This is an optimization exercise on Yosys and OpenROAD, whose aim is small area, a short achievable clock period and few clock cycles per item, not a production implementation.
RTL that was checked went through simulation tests only; none was proved equivalent to the original.
No activity file was given, so power comes from the tool's default toggle rates.

## job 7110
==> flow/design.v (excerpt) <==
module map_unit (
    input  wire        clk,
    input  wire        rst,
    input  wire        in_valid,
    output reg         in_ready,
    input  wire [15:0] isize,     
    input  wire [15:0] osize,     
    output reg         out_valid,
    output reg  [15:0] out_idx,
    output reg  [15:0] out_fnum,
    output reg         out_last,
    output reg         out_err
);
Size in the first run: ~810 cells after synthesis, about 71 I/O pins.
Settings: LEC_CHECK=0, CAP_MARGIN=20, CORE_MARGIN=2, CORE_UTILIZATION=40, SETUP_SLACK_MARGIN=5, SLEW_MARGIN=20; clock period 10.0 ns.
run.sh (not shown) runs the stock make flow with config.mk's settings and CLKGATE_MAP_FILE= SYNTH_SCRIPT=/design/flow/synth_recipe.tcl, a recipe that flattens the netlist after the stock synthesis.
Testbench counts of job 7110, summed over its fixed seeds: cycles 12,028, items 10,186.
Input changes introduced in job 9750 (baseline for comparison: job 7110):
- PLACE_DENSITY newly set to 0.8
- SETUP_SLACK_MARGIN removed (was 5)
- CORE_UTILIZATION changed from 40 to 55
==> flow/flow/run.sh (new file) <==
#!/bin/bash
set -euo pipefail
MARGIN=7
BUFCELL=sky130_fd_sc_hd__buf_2
sed -e 's/ SETUP_SLACK_MARGIN=[0-9.]*//' \
    -e "s/\"\${@:-finish}\"/SETUP_SLACK_MARGIN=$MARGIN BUFFER_PORTS_ARGS='-buffer_cell $BUFCELL' &/" \
    standard.sh > standard_margin.sh
bash standard_margin.sh > standard.log 2>&1
==> flow/standard.sh (new file) <==
#!/bin/bash
# synth_recipe.tcl (not shown) runs the flow's synth.tcl, then flattens the netlist and writes it again
# the make line also repeats each setting of config.mk as NAME=value (left out here)
make -C /OpenROAD-flow-scripts/flow DESIGN_CONFIG=/design/flow/config.mk WORK_HOME=/design/flow/orfs CLKGATE_MAP_FILE= SYNTH_SCRIPT=/design/flow/synth_recipe.tcl "${@:-finish}"
removed: flow/run.sh
==> notes.md <==
Job 9750 vs job 7110: combined global-route utilization of all metal layers up. Job 9750 vs. job 7110: worst setup slack went up by 1090 ps. From job 7110 to job 9750 the numbers moved as follows: width of the die decreased 14%, end-of-flow core utilization up 22 points. Area occupied by registers, job 7110 and job 9750, lower one = job 7110. Summary of the comparison: post-route standard cell area excluding fillers is higher in job 9750, relative to job 7110. Changes observed in job 9750 relative to job 7110: clock-buffer cell count went up; post-cts gate resize count went up.
Setup changes, job 9750 to job 3136
- CORE_UTILIZATION: 55 -> 40
- PLACE_DENSITY: 0.8 -> unset
- CTS_CLUSTER_DIAMETER: unset -> 100
- CTS_CLUSTER_SIZE: unset -> 40
Looking only at final critical path time including I/O delays and setup, and setting everything else aside, the higher value of job 3136 and job 9750 goes to job 9750. [compare] base=job 9750 new=job 3136: maximum VDD drop down 13%; share of the clock period used by the worst path moved down; sequential share of layout area fell by 0.17 points.
The following lists how job 6480 was set up differently from job 3136:
- CTS_CLUSTER_DIAMETER removed (was 100)
- CTS_CLUSTER_SIZE removed (was 40)
- CAP_MARGIN changed from 20 to 0
- SLEW_MARGIN changed from 20 to 0
## What came out
- Job 3136: full flow OK, the timing, design-rule and antenna checks passed
- No stage failed in job 6480, and the final checks on the layout all came back clean.
- Compared job 3136 against job 6480; number of nets still failing antenna checks after routing within noise.
- Compared with job 3136, in job 6480 synthesized-area fraction occupied by ao, oa, aoi and oai cells essentially unchanged; total clock buffers created by CTS level; routed length on met3 held; global-route usage over all layers barely changed.
- Reported for job 3136 and job 6480, minimum setup slack after placement turned out identical to the last digit.
- Reported for job 3136 and job 6480, number of buffers and inverters on the critical path turned out identical to the last digit.
- Delta (job 6480 minus job 3136): total of flip-flops plus latches after synthesis neither gained nor lost much; number of tap cells added at floorplan level; die area held steady; final design instance area without fill closely matched the old numbers.
#### Input delta (job 2134 over job 6480)
- setting CTS_BUF_LIST to sky130_fd_sc_hd__clkbuf_8 for the first time
- changing CAP_MARGIN from 0 to 20
- changing SLEW_MARGIN from 0 to 20
Results
- Lower power was reported by job 2134, not job 6480.
- Job 2134 against job 6480: count of hold buffers inserted by post-cts repair stayed essentially flat; slew at the pin closest to its max-slew limit increased 4.8 ps; global-route met2 utilization went up 0.23 points; clock input transition at the sequential cells of the worst setup and hold paths rose 40 ps.
- Looking at combinational share of power across job 6480 and job 2134, the one that comes out lower is job 6480.
- When the final numbers for job 6480 and job 2134 were put side by side, the utilization after layout turned out to be smaller in job 2134.
- Compared with job 6480, in job 2134 total global routing track utilization comparable, post-route cell area went down by about 0.7%, number of buffers other than clock buffers in the final layout saw a decrease.
Input-level comparison between job 258 and job 2134:
- clearing CTS_BUF_LIST, which used to be sky130_fd_sc_hd__clkbuf_8
- putting PLACE_DENSITY at 0.85 where nothing was set
==> notes.md <==
- Job 258: area overhead of the layout relative to synthesis 1.3 points above job 2134
- Going from job 2134 to job 258, clock-pin slew reported for the worst setup and hold paths after clock tree synthesis lower, number of standard cells in the layout, taps in and fillers out essentially unchanged.
- In the metrics for job 2134 and job 258, the one carrying the lower total length of routed wires is job 2134.


== alpha ==
The RTL this note starts from:
==> flow/design.v <==
module map_unit (
    input  wire        clk,
    input  wire        rst,
    input  wire        in_valid,
    output reg         in_ready,
    input  wire [15:0] isize,     
    input  wire [15:0] osize,     
    output reg         out_valid,
    output reg  [15:0] out_idx,
    output reg  [15:0] out_fnum,
    output reg         out_last,
    output reg         out_err
);
    reg         busy;           
    reg         div;            
    reg         p2;             
    reg         dvl, dvh;       
    reg         b;              
    reg  [15:0] q;              
    reg  [15:0] r;              
    reg  [15:0] nd;             
    reg  [15:0] cnt;            
    wire [16:0] x   = {dvh ? out_fnum[15:8] : {1'b0, out_fnum[15:9]},
                       dvl ? {out_fnum[7:0], b} : out_fnum[8:0]};
    wire [17:0] t   = {1'b0, x} + {2'b01, nd} + 18'd1;    
    wire        c   = t[17];                              
    wire [15:0] s   = out_fnum + r;
    wire [15:0] z   = {dvh ? x[15:8] : s[15:8], dvl ? x[7:0] : s[7:0]};
    wire [15:0] fn  = c ? t[15:0] : z;
    wire [15:0] ix0 = out_idx + q;
    wire [15:0] ix1 = ix0 + 16'd1;
    wire [15:0] ix  = c ? ix1 : ix0;           
    wire [15:0] above;                         
    assign above[15] = 1'b0;
    genvar k;
    generate
        for (k = 14; k >= 0; k = k - 1) begin : g_above
            assign above[k] = above[k+1] | r[k+1];
        end
    endgenerate
    wire [15:0] ptr = r & ~above;
    wire        bn  = |(q & {1'b0, ptr[15:1]});      
    wire        div_done = ~|r[15:1];
    wire        last_next = (cnt == 16'd2);
    wire        in_zero = (isize == 16'd0) || (osize == 16'd0);
    wire        in_last = in_zero || (osize[15:1] == 15'd0);
    always @(posedge clk) begin
        if (rst) begin
            busy      <= 1'b0;
            in_ready  <= 1'b1;
            div       <= 1'b0;
            p2        <= 1'b0;
            dvl       <= 1'b0;
            dvh       <= 1'b0;
            out_valid <= 1'b0;
        end else if (!busy) begin
            out_valid <= in_valid;
            busy      <= in_valid;
            in_ready  <= ~in_valid;
            div       <= 1'b1;
            p2        <= 1'b0;
            dvl       <= 1'b1;
            dvh       <= 1'b1;
        end else if (div) begin
            out_valid <= div_done & ~out_last;
            if (out_last) begin
                busy     <= 1'b0;
                in_ready <= 1'b1;
                div      <= 1'b0;
                dvl      <= 1'b0;
                dvh      <= 1'b0;
            end else if (div_done) begin
                div      <= 1'b0;
                p2       <= ~last_next;
                dvl      <= ~last_next;
                dvh      <= ~last_next;
                busy     <= ~last_next;
                in_ready <= last_next;
            end
        end else begin
            out_valid <= 1'b1;
            p2        <= 1'b0;
            dvl       <= 1'b0;
            dvh       <= 1'b0;
            busy      <= ~last_next;
            in_ready  <= last_next;
        end
    end
    integer i;
    always @(posedge clk) begin
        if (!busy) begin
            out_idx  <= 16'd0;
            out_fnum <= 16'd0;
            out_last <= in_last;
            out_err  <= in_zero;
            b        <= 1'b1;              
            q        <= isize;
            r        <= isize;
            nd       <= ~osize;
            cnt      <= osize;
        end else if (div) begin
            for (i = 0; i < 16; i = i + 1)
                if (ptr[i]) begin
                    q[i]       <= c;
                    out_idx[i] <= c;
                end
            b        <= bn;
            r        <= div_done ? nd : {1'b0, r[15:1]};
            out_fnum <= fn;
            if (div_done) begin
                out_last <= last_next;
                cnt      <= cnt - 16'd1;
            end
        end else begin
            out_idx  <= ix;
            out_fnum <= fn;
            out_last <= last_next;
            cnt      <= cnt - 16'd1;
            if (p2) begin
                r  <= out_fnum;
                nd <= s;
            end
        end
    end
endmodule
clock: 10.0 ns
lec_check: 0
cap_margin: 20
core_margin: 2
core_utilization: 40
slew_margin: 20
standard.sh (not shown) runs the stock make flow with config.mk's settings and CLKGATE_MAP_FILE= SYNTH_SCRIPT=/design/flow/synth_recipe.tcl, a recipe that flattens the netlist after the stock synthesis.
==> flow/flow/run.sh <==
#!/bin/bash
set -euo pipefail
MARGIN=6.5
BUFCELL=sky130_fd_sc_hd__buf_2
sed -e 's/ SETUP_SLACK_MARGIN=[0-9.]*//' \
    -e "s/\"\${@:-finish}\"/SETUP_SLACK_MARGIN=$MARGIN BUFFER_PORTS_ARGS='-buffer_cell $BUFCELL' &/" \
    standard.sh > standard_margin.sh
bash standard_margin.sh > standard.log 2>&1
Testbench counts of alpha, summed over its fixed seeds: cycles 12,028, items 10,186.
Input changes introduced in beta (baseline for comparison: alpha):
diff --git a/flow/flow/run.sh b/flow/flow/run.sh
--- a/flow/flow/run.sh
+++ b/flow/flow/run.sh
@@ -3 +3 @@
-MARGIN=6.5
+MARGIN=7.5
[summary]
Power (beta vs. alpha) increases by more than a quarter. Number of cells on the critical path, alpha and beta: lower on alpha. In beta, flip-flop and latch share of the layout cell area is lower than in alpha. Between alpha and beta, the met3 global-route usage does not differ in any meaningful way. Changes observed in beta relative to alpha: share of total power in the clock network now smaller, total sequential power increased by about 1% relative to the old numbers, final cell count without fillers shows an increase of 136, starting DRC count in detailed routing now sits higher, number of antenna violations at the first check in global routing held. Clock power: alpha and beta compared, higher one is beta. Combinational power share: beta vs alpha up 13 points.


Setup of v13:
// map_unit: RTL as listed in full above, without the edits since
export LEC_CHECK = 0
export CAP_MARGIN = 20
export CORE_MARGIN = 2
export CORE_UTILIZATION = 40
export SLEW_MARGIN = 20
create_clock -name core_clock -period 10.0 [get_ports {clk}]
==> flow/flow/run.sh <==
#!/bin/bash
set -euo pipefail
MARGIN=7
BUFCELL=sky130_fd_sc_hd__buf_2
sed -e 's/ SETUP_SLACK_MARGIN=[0-9.]*//' \
    -e "s/\"\${@:-finish}\"/SETUP_SLACK_MARGIN=$MARGIN BUFFER_PORTS_ARGS='-buffer_cell $BUFCELL' &/" \
    standard.sh > standard_margin.sh
bash standard_margin.sh > standard.log 2>&1
Testbench counts of v13, summed over its fixed seeds: cycles 12,028, items 10,186.
Input changes introduced in v32 (baseline for comparison: v13):
Settings: SETUP_SLACK_MARGIN now 5, previously not set.
==> flow/flow/run.sh <==
#!/bin/bash
set -euo pipefail
sed 's/SETUP_SLACK_MARGIN=[0-9.]*/SETUP_SLACK_MARGIN=7/' standard.sh > standard_margin.sh
bash standard_margin.sh > standard.log 2>&1
[summary]
v32: clock-buffer cell count 2 above v13. Looking at power, v32 sits 0.000013 W above v13. Relative to v13, the non-clock buffer count measured on v32 has decreased slightly.


map_unit with an RTL version that a note above also has.
For scale: ~810 cells after synthesis, about 110 flip-flops, ~7200 µm² of cells after synthesis.
Settings: LEC_CHECK=0, CAP_MARGIN=20, CORE_MARGIN=2, CORE_UTILIZATION=40, SLEW_MARGIN=20; clock period 10.0 ns.
==> flow/flow/run.sh <==
#!/bin/bash
set -euo pipefail
MARGIN=6.7
BUFCELL=sky130_fd_sc_hd__buf_2
sed -e 's/ SETUP_SLACK_MARGIN=[0-9.]*//' \
    -e "s/\"\${@:-finish}\"/SETUP_SLACK_MARGIN=$MARGIN BUFFER_PORTS_ARGS='-buffer_cell $BUFCELL' &/" \
    standard.sh > standard_margin.sh
bash standard_margin.sh > standard.log 2>&1
Testbench counts at the start, summed over its fixed seeds: cycles 12,028, items 10,186.
Edit:
--- a/flow/flow/run.sh
+++ b/flow/flow/run.sh
@@ -1,5 +1,5 @@
 #!/bin/bash
 set -euo pipefail
-MARGIN=6.7
+MARGIN=7
 BUFCELL=sky130_fd_sc_hd__buf_2
 sed -e 's/ SETUP_SLACK_MARGIN=[0-9.]*//' \
What happened: The changed run completed with no timing, DRC or antenna violations; global-route usage went up by 0.54 points; sequential power went up slightly; setup slack improves by 0.13 ns.
Edit:
==> flow/flow/run.sh (replaced) <==
#!/bin/bash
set -euo pipefail
MARGIN=7
BUFCELL=sky130_fd_sc_hd__buf_1
sed -e 's/ SETUP_SLACK_MARGIN=[0-9.]*//' \
    -e "s/\"\${@:-finish}\"/SETUP_SLACK_MARGIN=$MARGIN BUFFER_PORTS_ARGS='-buffer_cell $BUFCELL' &/" \
    standard.sh > standard_margin.sh
bash standard_margin.sh > standard.log 2>&1
What happened: The new run passed the timing, design-rule and antenna checks. First-iteration DRC count rises by about a fifth. Fmax goes down slightly. Worst hold slack gets worse by 0.0062 ns. Final cell count came out higher slightly. Design area came out higher slightly. Worst setup slack gets worse by 0.017 ns. Die area does not change. Clock power increases by a few percent. Routed wire length drops by a few percent. Total power came out higher slightly.


== old ==
map_unit, a different RTL version from the one above (not shown whole).
For scale: ~830 cells after synthesis, roughly 7600 µm² of cells after synthesis.
export LEC_CHECK = 0
export CAP_MARGIN = 20
export CORE_MARGIN = 2
export CORE_UTILIZATION = 65
export SLEW_MARGIN = 20
create_clock -name core_clock -period 10.0 [get_ports {clk}]
==> flow/flow/run.sh <==
#!/bin/bash
set -euo pipefail
MARGIN=7
BUFCELL=sky130_fd_sc_hd__buf_2
sed -e 's/ SETUP_SLACK_MARGIN=[0-9.]*//' \
    -e "s/\"\${@:-finish}\"/SETUP_SLACK_MARGIN=$MARGIN BUFFER_PORTS_ARGS='-buffer_cell $BUFCELL' &/" \
    standard.sh > standard_margin.sh
bash standard_margin.sh > standard.log 2>&1
Modified inputs, new compared to old
Settings: CORE_UTILIZATION: 65 -> 40.
Results
new went all the way through synthesis, placement and routing and the layout is clean on timing, DRC and antenna. For clock skew, new and old come out practically identical. Relative to old, the clock-buffer cell count of new is lower by 2. Fmax is lower on old. Between old and new, the ratio of total power to cell area is lower for new. Routed wire in new totals less than in old. In the reports for old and new, the smaller wire length on met3 belongs to new.
No functional check of the RTL was part of any run of this note.


Another version of the RTL of map_unit (not shown whole).
Size in the first run: roughly 720 cells after synthesis, ~110 flip-flops, about 6700 um2 of cells after synthesis.
// map_unit
module map_unit (
    input  wire        clk,
    input  wire        rst,
    input  wire        in_valid,
    output wire        in_ready,
    input  wire [15:0] isize,     
    input  wire [15:0] osize,     
    output reg         out_valid,
    output reg  [15:0] out_idx,
    output reg  [15:0] out_fnum,
    output reg         out_last,
    output reg         out_err
);
clock: 10.0 ns
lec_check: 0
cap_margin: 20
core_margin: 2
core_utilization: 40
slew_margin: 20
run.sh (not shown) runs the stock make flow with config.mk's settings and CLKGATE_MAP_FILE= SYNTH_SCRIPT=/design/flow/synth_recipe.tcl, a recipe that flattens the netlist after the stock synthesis.
Stock flow here: none of the scripts above is used.
Then changed:
- SETUP_SLACK_MARGIN: default -> 5
Outcome: The changed run went through all stages and came out clean. Utilization is higher by 2.9 points. Final area is higher by about 6%. Combinational power is higher by 15%. Routed wire length is higher by about 8%. Via count is higher by about 2.6%.
Function was not checked in any run of this note: the RTL went through the layout flow alone.


map_unit, a different RTL version from the one above (not shown whole).
Size in the first run: ~810 cells after synthesis, roughly 110 flip-flops, roughly 71 I/O pins.
Settings: LEC_CHECK=0, CAP_MARGIN=80, CORE_MARGIN=2, CORE_UTILIZATION=40, SETUP_SLACK_MARGIN=5, SLEW_MARGIN=80; clock period 10.0 ns.
Testbench counts at the start, summed over its fixed seeds: cycles 12,861, items 10,186.
Edit:
CAP_MARGIN = 20   (was 80)
SLEW_MARGIN = 20   (was 80)
=> Non-clock buffer count decreases by 29; maximum frequency increases by 14%; core utilization decreases by 4.9 points; routed wire length decreases by 4.6%.

-- what the ideal ports hide --
The flow's constraints put no driver on any port. The routed layouts listed below were extracted and timed again, unchanged, in two steps. Step 1, drivers: a clkbuf_16 drives clk and a buf_2 each remaining input, both assumed. Step 2 also shifts input and output timing later by t, the mid clock arrival at the registers, as if the neighbouring blocks saw the same clock. Three values: no drivers, after step 1, after step 2; two values: the first two.
| run | t (ns) | slack for setup (ns) | worst setup path at the end | worst data-port slew with drivers (ns) |
|---|---|---|---|---|
| job 7110 | 0.401 | 5.812 / 5.812 / 5.812 | register to register | 0.03 |
| job 9750 | 0.384 | 6.905 / 6.905 / 6.670 | input to register | 0.03 |
| job 3136 | 0.407 | 6.943 / 6.943 / 6.675 | input to register | 0.03 |
| job 6480 | 0.407 | 6.943 / 6.943 / 6.675 | input to register | 0.03 |
| job 2134 | 0.427 | 6.936 / 6.936 / 6.678 | input to register | 0.03 |
| job 258 | 0.410 | 6.859 / 6.859 / 6.578 | input to register | 0.04 |
| alpha | 0.396 | 6.602 / 6.602 / 6.400 | input to register | 0.03 |
| beta | 0.397 | 6.887 / 6.887 / 6.866 | input to register | 0.05 |
| v13 | 0.400 | 7.010 / 6.965 / 6.714 | input to register | 0.03 |
| v32 | 0.404 | 6.989 / 6.945 / 6.707 | input to register | 0.03 |
| the first run of note 4 | 0.402 | 6.810 / 6.810 / 6.501 | input to register | 0.03 |
| the second run of note 4 | 0.407 | 6.943 / 6.943 / 6.675 | input to register | 0.03 |
| the third run of note 4 | 0.402 | 6.926 / 6.926 / 6.661 | input to register | 0.04 |
| old | 0.405 | 6.137 / 6.137 / 6.137 | register to register | 0.04 |
| new | 0.406 | 6.319 / 6.319 / 6.319 | register to register | 0.03 |
| the first run of note 6 | 0.397 | 2.838 / 2.838 / 2.838 | register to register | 0.04 |
| the second run of note 6 | 0.402 | 4.300 / 4.300 / 4.300 | register to register | 0.04 |
| the first run of note 7 | 0.396 | 5.701 / 5.701 / 5.701 | register to register | 0.04 |
| the second run of note 7 | 0.396 | 6.228 / 6.228 / 5.966 | input to register | 0.04 |
After both steps setup and hold are still met in every run listed. The setup slack of the first run of note 4, which loses most, moves by 0.000 ns with the drivers and by -0.309 ns with both steps.
